From an optimization exercise on the open Yosys and OpenROAD flow, aimed at small area, a short achievable clock period and few clock cycles; shortcuts taken in it are not production practice.
RTL that was checked went through simulation tests only; none was proved equivalent to the original.
The clock port is modelled as an ideal driver, which makes a skipped or thinned clock tree look cheaper than it is; a real chip needs a root buffer or a tree.
No activity file was given, so power comes from the tool's default toggle rates.

Design daly_rx, start of the top module:
module daly_rx (
    input  wire        clk,
    input  wire        rst,
    input  wire        start_valid,
    output wire        start_ready,
    input  wire [7:0]  start_cmd,
    input  wire [7:0]  start_n,
    input  wire        start_w2,
    input  wire [7:0]  start_count,
    input  wire        rx_valid,
    output wire        rx_ready,
    input  wire [7:0]  rx_data,
    input  wire        rx_last,
    input  wire        rx_ctl,
    output wire        item_valid,
    input  wire        item_ready,
    output wire [15:0] item_data,
    output wire        log_valid,
    output wire        log_kind,
    output wire [7:0]  log_a,
    output wire [7:0]  log_b,
    output wire        done,
    output wire [7:0]  done_frames,
    output wire [7:0]  done_items,
    output wire [2:0]  done_detail
);
==> module daly_rx, before the edit <==
module daly_rx (
    input  wire        clk,
    input  wire        rst,
    input  wire        start_valid,
    output wire        start_ready,
    input  wire [7:0]  start_cmd,
    input  wire [7:0]  start_n,
    input  wire        start_w2,
    input  wire [7:0]  start_count,
    input  wire        rx_valid,
    output wire        rx_ready,
    input  wire [7:0]  rx_data,
    input  wire        rx_last,
    input  wire        rx_ctl,
    output wire        item_valid,
    input  wire        item_ready,
    output wire [15:0] item_data,
    output wire        log_valid,
    output wire        log_kind,
    output wire [7:0]  log_a,
    output wire [7:0]  log_b,
    output wire        done,
    output wire [7:0]  done_frames,
    output wire [7:0]  done_items,
    output wire [2:0]  done_detail
);
    localparam D_NONE      = 3'd0;
    localparam D_READ_ERR  = 3'd1;
    localparam D_NO_DATA   = 3'd2;
    localparam D_SHORT     = 3'd3;
    localparam D_CHECKSUM  = 3'd4;
    localparam D_COMMAND   = 3'd5;
    reg        sr;             
    reg        rdy;            
    reg        rx_on;          
    reg        done_r;
    reg        emit;           
    reg [2:0]  nx;             
    reg [7:0]  x_cmd;
    reg        x_w2;
    reg [7:0]  rem;            
    reg [7:0]  nleft;          
    reg [3:0]  bc;             
    reg [7:0]  d_r;            
    reg        v_r;            
    reg        s_r;            
    reg        k_r;            
    reg [7:0]  sum;            
    reg        cmd_ok;
    reg [7:0]  idx;            
    reg [7:0]  pb [0:6];       
    reg [15:0] itm;            
    reg [7:0]  frames;
    reg [7:0]  series;
    reg [7:0]  la;             
    reg [2:0]  detail;
    reg        log_v;
    reg        log_k;
    assign start_ready = sr;
    assign rx_ready    = rdy;
    assign item_valid  = emit;
    assign item_data   = itm;
    assign log_valid   = log_v;
    assign log_kind    = log_k;
    assign log_a       = la;
    assign log_b       = idx;
    assign done        = done_r;
    assign done_frames = frames;
    assign done_items  = series;
    assign done_detail = detail;
    wire start_take = start_valid && sr;
    wire take  = rx_valid && rdy;
    wire b12   = (bc == 4'd12);
    wire [3:0] bc1 = bc + 4'd1;
    wire short = take && !rx_ctl && !b12 && rx_last;
    wire rx_on_n = rx_on && !(take && (rx_ctl || (b12 ? nleft == 8'd1 : rx_last)));
    wire e_r   = v_r && (bc == 4'd0);      
    wire eq    = (d_r == sum);
    wire more  = (rem != 8'd0);
    wire okf   = e_r && eq && cmd_ok;
    wire lk    = okf && more;
    wire [7:0] frames1 = frames + 8'd1;
    wire mm    = (idx != frames1);
    wire emit_take = emit && item_ready;
    wire last_item = (rem == 8'd1) || (nx == (x_w2 ? 3'd3 : 3'd7));
    wire emit_n    = lk || (emit && !(item_ready && last_item));
    wire fin_n     = !rx_on_n && !emit_n && !take;
    wire [3:0] freed = x_w2 ? {nx, 1'b0} : {1'b0, nx};
    wire stall_n = emit && (b12 || bc >= freed + 4'd4);
    wire [15:0] item_sel = x_w2 ? {pb[{nx[1:0], 1'b0}], pb[{nx[1:0], 1'b1}]}
                                : {{8{pb[nx][7]}}, pb[nx]};
    always @(posedge clk) begin
        if (take)
            bc <= b12 ? 4'd0 : bc1;
        d_r <= take ? rx_data : 8'd0;
        v_r <= !rst && take;
        s_r <= !rst && short;
        k_r <= !rst && take && rx_ctl;
        sum <= (v_r && bc == 4'd1 ? 8'd0 : sum) + d_r;
        if (v_r) begin
            if (bc == 4'd3)
                cmd_ok <= (d_r == x_cmd);
            if (bc == 4'd5)
                idx <= d_r;
            if (bc == 4'd6)  pb[0] <= d_r;
            if (bc == 4'd7)  pb[1] <= d_r;
            if (bc == 4'd8)  pb[2] <= d_r;
            if (bc == 4'd9)  pb[3] <= d_r;
            if (bc == 4'd10) pb[4] <= d_r;
            if (bc == 4'd11) pb[5] <= d_r;
            if (bc == 4'd12) pb[6] <= d_r;
        end
        if (e_r) begin
            nleft <= nleft - 8'd1;
            log_k <= 1'b1;
            if (!eq)
                detail <= D_CHECKSUM;
            else if (!cmd_ok)
                detail <= D_COMMAND;
            else
                frames <= frames1;
        end
        if (k_r)
            detail <= d_r[0] ? D_READ_ERR : D_NO_DATA;
        if (s_r) begin
            log_k  <= 1'b0;
            detail <= D_SHORT;
            idx    <= 8'd0;
        end
        la <= s_r ? {4'd0, bc} : frames1;
        if (!emit || item_ready)
            itm <= item_sel;
        if (!emit)
            nx <= lk ? 3'd1 : 3'd0;
        if (emit_take) begin
            series <= series + 8'd1;
            rem    <= rem - 8'd1;
            nx     <= nx + 3'd1;
        end
        if (start_take) begin
            x_cmd  <= start_cmd;
            x_w2   <= start_w2;
            rem    <= start_count;
            nleft  <= start_n;
            bc     <= 4'd0;
            frames <= 8'd0;
            series <= 8'd0;
            detail <= D_NONE;
        end
    end
    always @(posedge clk) begin
        emit  <= !rst && emit_n;
        log_v <= !rst && (s_r || (lk && mm));
    end
    always @(posedge clk) begin
        if (rst) begin
            sr     <= 1'b1;
            rdy    <= 1'b0;
            rx_on  <= 1'b0;
            done_r <= 1'b0;
        end else begin
            if (start_take) begin
                sr     <= (start_n == 8'd0);
                rdy    <= (start_n != 8'd0);
                rx_on  <= (start_n != 8'd0);
                done_r <= (start_n == 8'd0);
            end else if (!sr) begin
                rx_on  <= rx_on_n;
                rdy    <= rx_on_n && !stall_n;
                done_r <= fin_n;
                sr     <= fin_n;
            end else begin
                done_r <= 1'b0;
            end
        end
    end
endmodule
Settings: LEC_CHECK=0, ABC_AREA=1, CAP_MARGIN=20, CORE_MARGIN=2, CORE_UTILIZATION=55, PLACE_DENSITY=0.65, SETUP_SLACK_MARGIN=4.4, SLEW_MARGIN=20; clock period 6.5 ns.
standard.sh (not shown) runs the stock make flow with config.mk's settings and CLKGATE_MAP_FILE= SYNTH_SCRIPT=/design/flow/synth_recipe.tcl, a recipe that flattens the netlist after the stock synthesis.
==> flow/flow/run.sh <==
#!/bin/bash
# The standard ORFS layout, with two changes: the ports get plain buf_2
# buffers, and the clock tree is built by hand (flow/manual_cts_inv8x8.tcl, run as
# ORFS's PRE_CTS hook) as two levels of clkinv_8 inverters.
set -euo pipefail
here=$(cd "$(dirname "${BASH_SOURCE[0]}")" && pwd)
export BUFFER_PORTS_ARGS="-buffer_cell sky130_fd_sc_hd__buf_2"
export PRE_CTS_TCL="$here/manual_cts_inv8x8.tcl"
bash standard.sh > standard.log 2>&1
Other scripts of this flow, unchanged in this note and not shown: flow/flow/manual_cts_inv8x8.tcl
Testbench counts at the start, summed over its fixed seeds: cycles 56,088.
Change:
--- a/flow/design.v
+++ b/flow/design.v
@@ -38,13 +38,12 @@
     reg [2:0]  nx;             
     reg [7:0]  x_cmd;
     reg        x_w2;
-    reg [7:0]  rem;            
+    reg [7:0]  x_count;
     reg [7:0]  nleft;          
     reg [3:0]  bc;             
     reg [7:0]  d_r;            
     reg        v_r;            
     reg        s_r;            
-    reg        k_r;            
     reg [7:0]  sum;            
     reg        cmd_ok;
     reg [7:0]  idx;            
@@ -76,13 +75,14 @@
     wire rx_on_n = rx_on && !(take && (rx_ctl || (b12 ? nleft == 8'd1 : rx_last)));
     wire e_r   = v_r && (bc == 4'd0);      
     wire eq    = (d_r == sum);
-    wire more  = (rem != 8'd0);
+    wire [7:0] series1 = series + 8'd1;
+    wire more  = (series != x_count);
     wire okf   = e_r && eq && cmd_ok;
     wire lk    = okf && more;
     wire [7:0] frames1 = frames + 8'd1;
     wire mm    = (idx != frames1);
     wire emit_take = emit && item_ready;
-    wire last_item = (rem == 8'd1) || (nx == (x_w2 ? 3'd3 : 3'd7));
+    wire last_item = (series1 == x_count) || (nx == (x_w2 ? 3'd3 : 3'd7));
     wire emit_n    = lk || (emit && !(item_ready && last_item));
     wire fin_n     = !rx_on_n && !emit_n && !take;
     wire [3:0] freed = x_w2 ? {nx, 1'b0} : {1'b0, nx};
@@ -95,7 +95,6 @@
         d_r <= take ? rx_data : 8'd0;
         v_r <= !rst && take;
         s_r <= !rst && short;
-        k_r <= !rst && take && rx_ctl;
         sum <= (v_r && bc == 4'd1 ? 8'd0 : sum) + d_r;
         if (v_r) begin
             if (bc == 4'd3)
@@ -120,27 +119,26 @@
             else
                 frames <= frames1;
         end
-        if (k_r)
-            detail <= d_r[0] ? D_READ_ERR : D_NO_DATA;
         if (s_r) begin
             log_k  <= 1'b0;
             detail <= D_SHORT;
             idx    <= 8'd0;
         end
         la <= s_r ? {4'd0, bc} : frames1;
+        if (take && rx_ctl)
+            detail <= rx_data[0] ? D_READ_ERR : D_NO_DATA;
         if (!emit || item_ready)
             itm <= item_sel;
         if (!emit)
             nx <= lk ? 3'd1 : 3'd0;
         if (emit_take) begin
-            series <= series + 8'd1;
-            rem    <= rem - 8'd1;
+            series <= series1;
             nx     <= nx + 3'd1;
         end
         if (start_take) begin
             x_cmd  <= start_cmd;
             x_w2   <= start_w2;
-            rem    <= start_count;
+            x_count <= start_count;
             nleft  <= start_n;
             bc     <= 4'd0;
             frames <= 8'd0;
Result:
- synthesized area stays flat
- setup slack is better by 38 ps
- clock power is about the same
- cell count climbs by 4.7%
- die area is about the same
- routed wire length climbs by 1.2%
- sequential cell count drops by 1
- via count climbs by 2.1%
- register-to-register slack hardly moves
- synthesized cell count climbs by 6.0%
- global-route usage climbs by 0.33 points
Testbench counts after the change, summed over its fixed seeds: cycles 56,088.
In every run of this note, the design's own scripts or RTL, not TritonCTS, make the clock network.


== alpha ==
The RTL this note starts from:
==> flow/design.v <==
module daly_rx (
    input  wire        clk,
    input  wire        rst,
    input  wire        start_valid,
    output wire        start_ready,
    input  wire [7:0]  start_cmd,
    input  wire [7:0]  start_n,
    input  wire        start_w2,
    input  wire [7:0]  start_count,
    input  wire        rx_valid,
    output wire        rx_ready,
    input  wire [7:0]  rx_data,
    input  wire        rx_last,
    input  wire        rx_ctl,
    output wire        item_valid,
    input  wire        item_ready,
    output wire [15:0] item_data,
    output wire        log_valid,
    output wire        log_kind,
    output wire [7:0]  log_a,
    output wire [7:0]  log_b,
    output wire        done,
    output wire [7:0]  done_frames,
    output wire [7:0]  done_items,
    output wire [2:0]  done_detail
);
    localparam D_NONE      = 3'd0;
    localparam D_READ_ERR  = 3'd1;
    localparam D_NO_DATA   = 3'd2;
    localparam D_SHORT     = 3'd3;
    localparam D_CHECKSUM  = 3'd4;
    localparam D_COMMAND   = 3'd5;
    reg        sr;             
    reg        rdy;            
    reg        rx_on;          
    reg        done_r;
    reg        emit;           
    reg [2:0]  nx;             
    reg [7:0]  x_cmd;
    reg        x_w2;
    reg [7:0]  rem;            
    reg [7:0]  nleft;          
    reg [3:0]  bc;             
    reg [7:0]  d_r;            
    reg        v_r;            
    reg        s_r;            
    reg        k_r;            
    reg [7:0]  sum;            
    reg        cmd_ok;
    reg [7:0]  idx;            
    reg [7:0]  pb [0:6];       
    reg [15:0] itm;            
    reg [7:0]  frames;
    reg [7:0]  series;
    reg [7:0]  la;             
    reg [2:0]  detail;
    reg        log_v;
    reg        log_k;
    assign start_ready = sr;
    assign rx_ready    = rdy;
    assign item_valid  = emit;
    assign item_data   = itm;
    assign log_valid   = log_v;
    assign log_kind    = log_k;
    assign log_a       = la;
    assign log_b       = idx;
    assign done        = done_r;
    assign done_frames = frames;
    assign done_items  = series;
    assign done_detail = detail;
    wire start_take = start_valid && sr;
    wire take  = rx_valid && rdy;
    wire b12   = (bc == 4'd12);
    wire [3:0] bc1 = bc + 4'd1;
    wire short = take && !rx_ctl && !b12 && rx_last;
    wire rx_on_n = rx_on && !(take && (rx_ctl || (b12 ? nleft == 8'd1 : rx_last)));
    wire e_r   = v_r && (bc == 4'd0);      
    wire eq    = (d_r == sum);
    wire more  = (rem != 8'd0);
    wire okf   = e_r && eq && cmd_ok;
    wire lk    = okf && more;
    wire [7:0] frames1 = frames + 8'd1;
    wire mm    = (idx != frames1);
    wire emit_take = emit && item_ready;
    wire last_item = (rem == 8'd1) || (nx == (x_w2 ? 3'd3 : 3'd7));
    wire emit_n    = lk || (emit && !(item_ready && last_item));
    wire fin_n     = !rx_on_n && !emit_n && !take;
    wire [3:0] freed = x_w2 ? {nx, 1'b0} : {1'b0, nx};
    wire stall_n = emit && (b12 || bc >= freed + 4'd4);
    wire [15:0] item_sel = x_w2 ? {pb[{nx[1:0], 1'b0}], pb[{nx[1:0], 1'b1}]}
                                : {{8{pb[nx][7]}}, pb[nx]};
    always @(posedge clk) begin
        if (take)
            bc <= b12 ? 4'd0 : bc1;
        d_r <= take ? rx_data : 8'd0;
        v_r <= !rst && take;
        s_r <= !rst && short;
        k_r <= !rst && take && rx_ctl;
        sum <= (v_r && bc == 4'd1 ? 8'd0 : sum) + d_r;
        if (v_r) begin
            if (bc == 4'd3)
                cmd_ok <= (d_r == x_cmd);
            if (bc == 4'd5)
                idx <= d_r;
            if (bc == 4'd6)  pb[0] <= d_r;
            if (bc == 4'd7)  pb[1] <= d_r;
            if (bc == 4'd8)  pb[2] <= d_r;
            if (bc == 4'd9)  pb[3] <= d_r;
            if (bc == 4'd10) pb[4] <= d_r;
            if (bc == 4'd11) pb[5] <= d_r;
            if (bc == 4'd12) pb[6] <= d_r;
        end
        if (e_r) begin
            nleft <= nleft - 8'd1;
            log_k <= 1'b1;
            if (!eq)
                detail <= D_CHECKSUM;
            else if (!cmd_ok)
                detail <= D_COMMAND;
            else
                frames <= frames1;
        end
        if (k_r)
            detail <= d_r[0] ? D_READ_ERR : D_NO_DATA;
        if (s_r) begin
            log_k  <= 1'b0;
            detail <= D_SHORT;
            idx    <= 8'd0;
        end
        la <= s_r ? {4'd0, bc} : frames1;
        if (!emit || item_ready)
            itm <= item_sel;
        if (!emit)
            nx <= lk ? 3'd1 : 3'd0;
        if (emit_take) begin
            series <= series + 8'd1;
            rem    <= rem - 8'd1;
            nx     <= nx + 3'd1;
        end
        if (start_take) begin
            x_cmd  <= start_cmd;
            x_w2   <= start_w2;
            rem    <= start_count;
            nleft  <= start_n;
            bc     <= 4'd0;
            frames <= 8'd0;
            series <= 8'd0;
            detail <= D_NONE;
        end
    end
    always @(posedge clk) begin
        emit  <= !rst && emit_n;
        log_v <= !rst && (s_r || (lk && mm));
    end
    always @(posedge clk) begin
        if (rst) begin
            sr     <= 1'b1;
            rdy    <= 1'b0;
            rx_on  <= 1'b0;
            done_r <= 1'b0;
        end else begin
            if (start_take) begin
                sr     <= (start_n == 8'd0);
                rdy    <= (start_n != 8'd0);
                rx_on  <= (start_n != 8'd0);
                done_r <= (start_n == 8'd0);
            end else if (!sr) begin
                rx_on  <= rx_on_n;
                rdy    <= rx_on_n && !stall_n;
                done_r <= fin_n;
                sr     <= fin_n;
            end else begin
                done_r <= 1'b0;
            end
        end
    end
endmodule
Settings: LEC_CHECK=0, ABC_AREA=1, CAP_MARGIN=20, CORE_MARGIN=2, CORE_UTILIZATION=55, PLACE_DENSITY=0.65, SETUP_SLACK_MARGIN=4.45, SLEW_MARGIN=20; clock period 6.5 ns.
==> flow/flow/run.sh <==
#!/bin/bash
# The standard ORFS layout, with two changes: the ports get plain buf_2
# buffers, and the clock tree is built by hand (flow/manual_cts_inv.tcl, run as
# ORFS's PRE_CTS hook) as two levels of clkinv_16 inverters.
set -euo pipefail
here=$(cd "$(dirname "${BASH_SOURCE[0]}")" && pwd)
export BUFFER_PORTS_ARGS="-buffer_cell sky130_fd_sc_hd__buf_2"
export PRE_CTS_TCL="$here/manual_cts_inv.tcl"
bash standard.sh > standard.log 2>&1
Other scripts of this flow, unchanged in this note and not shown: flow/flow/manual_cts_inv.tcl
Testbench counts of alpha, summed over its fixed seeds: cycles 56,088.
Setup changes, alpha to beta
diff --git a/flow/design.v b/flow/design.v
--- a/flow/design.v
+++ b/flow/design.v
@@ -46,5 +46,7 @@
     reg        s_r;            
     reg        k_r;            
-    reg [7:0]  sum;            
+    reg [7:0]  sum_s;
+    reg [2:0]  sum_c;
+    reg        eq_r;           
     reg        cmd_ok;
     reg [7:0]  idx;            
@@ -74,10 +76,18 @@
     wire [3:0] bc1 = bc + 4'd1;
     wire short = take && !rx_ctl && !b12 && rx_last;
-    wire rx_on_n = rx_on && !(take && (rx_ctl || (b12 ? nleft == 8'd1 : rx_last)));
+    wire rx_on_n = rx_on && nleft != 8'd0 &&
+                   !(take && (rx_ctl || (b12 ? nleft == 8'd1 : rx_last)));
     wire e_r   = v_r && (bc == 4'd0);      
-    wire eq    = (d_r == sum);
+    wire       first = (bc == 4'd0);
+    wire [7:0] cs = first ? 8'd0 : sum_s;
+    wire [2:0] cc = first ? 3'd0 : sum_c;
+    wire [2:0] ch0 = {1'b0, cs[1:0]} + {1'b0, rx_data[1:0]};
+    wire [2:0] ch1 = {1'b0, cs[3:2]} + {1'b0, rx_data[3:2]} + {2'd0, cc[0]};
+    wire [2:0] ch2 = {1'b0, cs[5:4]} + {1'b0, rx_data[5:4]} + {2'd0, cc[1]};
+    wire [1:0] ch3 = cs[7:6] + rx_data[7:6] + {1'b0, cc[2]};
+    wire [7:0] sum_r = sum_s + {1'b0, sum_c[2], 1'b0, sum_c[1], 1'b0, sum_c[0], 2'b0};
+    wire eq    = (rx_data == sum_r);
     wire more  = (rem != 8'd0);
-    wire okf   = e_r && eq && cmd_ok;
-    wire lk    = okf && more;
+    wire lk    = take && b12 && cmd_ok && more && eq;
     wire [7:0] frames1 = frames + 8'd1;
     wire mm    = (idx != frames1);
@@ -91,11 +101,16 @@
                                 : {{8{pb[nx][7]}}, pb[nx]};
     always @(posedge clk) begin
-        if (take)
-            bc <= b12 ? 4'd0 : bc1;
+        if (take) begin
+            bc    <= b12 ? 4'd0 : bc1;
+            if (b12)
+                log_k <= 1'b1;
+            sum_s <= {ch3, ch2[1:0], ch1[1:0], ch0[1:0]};
+            sum_c <= {ch2[2], ch1[2], ch0[2]};
+        end
+        eq_r <= eq;
         d_r <= take ? rx_data : 8'd0;
         v_r <= !rst && take;
         s_r <= !rst && short;
         k_r <= !rst && take && rx_ctl;
-        sum <= (v_r && bc == 4'd1 ? 8'd0 : sum) + d_r;
         if (v_r) begin
             if (bc == 4'd3)
@@ -113,6 +128,5 @@
         if (e_r) begin
             nleft <= nleft - 8'd1;
-            log_k <= 1'b1;
-            if (!eq)
+            if (!eq_r)
                 detail <= D_CHECKSUM;
             else if (!cmd_ok)
@@ -161,8 +175,8 @@
         end else begin
             if (start_take) begin
-                sr     <= (start_n == 8'd0);
-                rdy    <= (start_n != 8'd0);
-                rx_on  <= (start_n != 8'd0);
-                done_r <= (start_n == 8'd0);
+                sr     <= 1'b0;
+                rdy    <= 1'b1;
+                rx_on  <= 1'b1;
+                done_r <= 1'b0;
             end else if (!sr) begin
                 rx_on  <= rx_on_n;
The final reports for beta and alpha show area used by sequential logic in the layout higher in the former.
Compared with alpha, beta shows a higher worst stage delay on the critical path.
Sort beta and alpha by critical path depth, ascending, and alpha comes first.
Relative to alpha, buffer and inverter count on the worst path has increased by 2 in beta.
Taking alpha as the reference, in beta share of the clock period used by the worst path after layout has increased, number of synthesized flops with an enable pin went up.
In beta, the share of total power in the clock network came out 1.4 points above the value in alpha.
In beta, total chip power is lower than in alpha.
Compared to alpha, beta leaves more free space in the core.
Critical path capture point: sum_s[3] -> beta, rx_ready -> alpha
The RTL of beta was laid out without a check of its function. In every run of this note, the design's own scripts or RTL, not TritonCTS, make the clock network.

re-timing with driven ports:
How much do the figures lean on ideal ports? The routed layouts below were timed once more, with nothing changed but the port constraints.
Step 1 sets driving cells, clkbuf_16 on the clock port and buf_2 on the other inputs (assumed; they add their load-dependent delay and slew).
Step 2 moves the port delays by t, midway between the first and last clock arrival at a register: inputs arrive t later, outputs are due t later. That takes back most of the time a late clock gives input paths.
Three values: no drivers, after step 1, after step 2; two values: the first two.
| run | t (ns) | setup slack, ns | slew at the worst register clock pin (ns) | worst data-port slew with drivers (ns) | cell pins on the clock port's net |
|---|---|---|---|---|---|
| the first run of note 1 | 0.291 | 4.358 / 4.287 / 4.192 | 0.09 / 0.09 | 0.05 | 4 |
| the second run of note 1 | 0.287 | 4.396 / 4.277 / 4.211 | 0.09 / 0.09 | 0.06 | 4 |
| alpha | 0.357 | 4.423 / 4.202 / 4.243 | 0.06 / 0.06 | 0.05 | 4 |
| beta | 0.350 | 4.069 / 4.222 / 3.871 | 0.06 / 0.06 | 0.06 | 4 |
After both steps every run listed still meets setup and hold. The setup slack of beta, which loses most, moves by +0.153 ns with the drivers and by -0.198 ns with both steps.
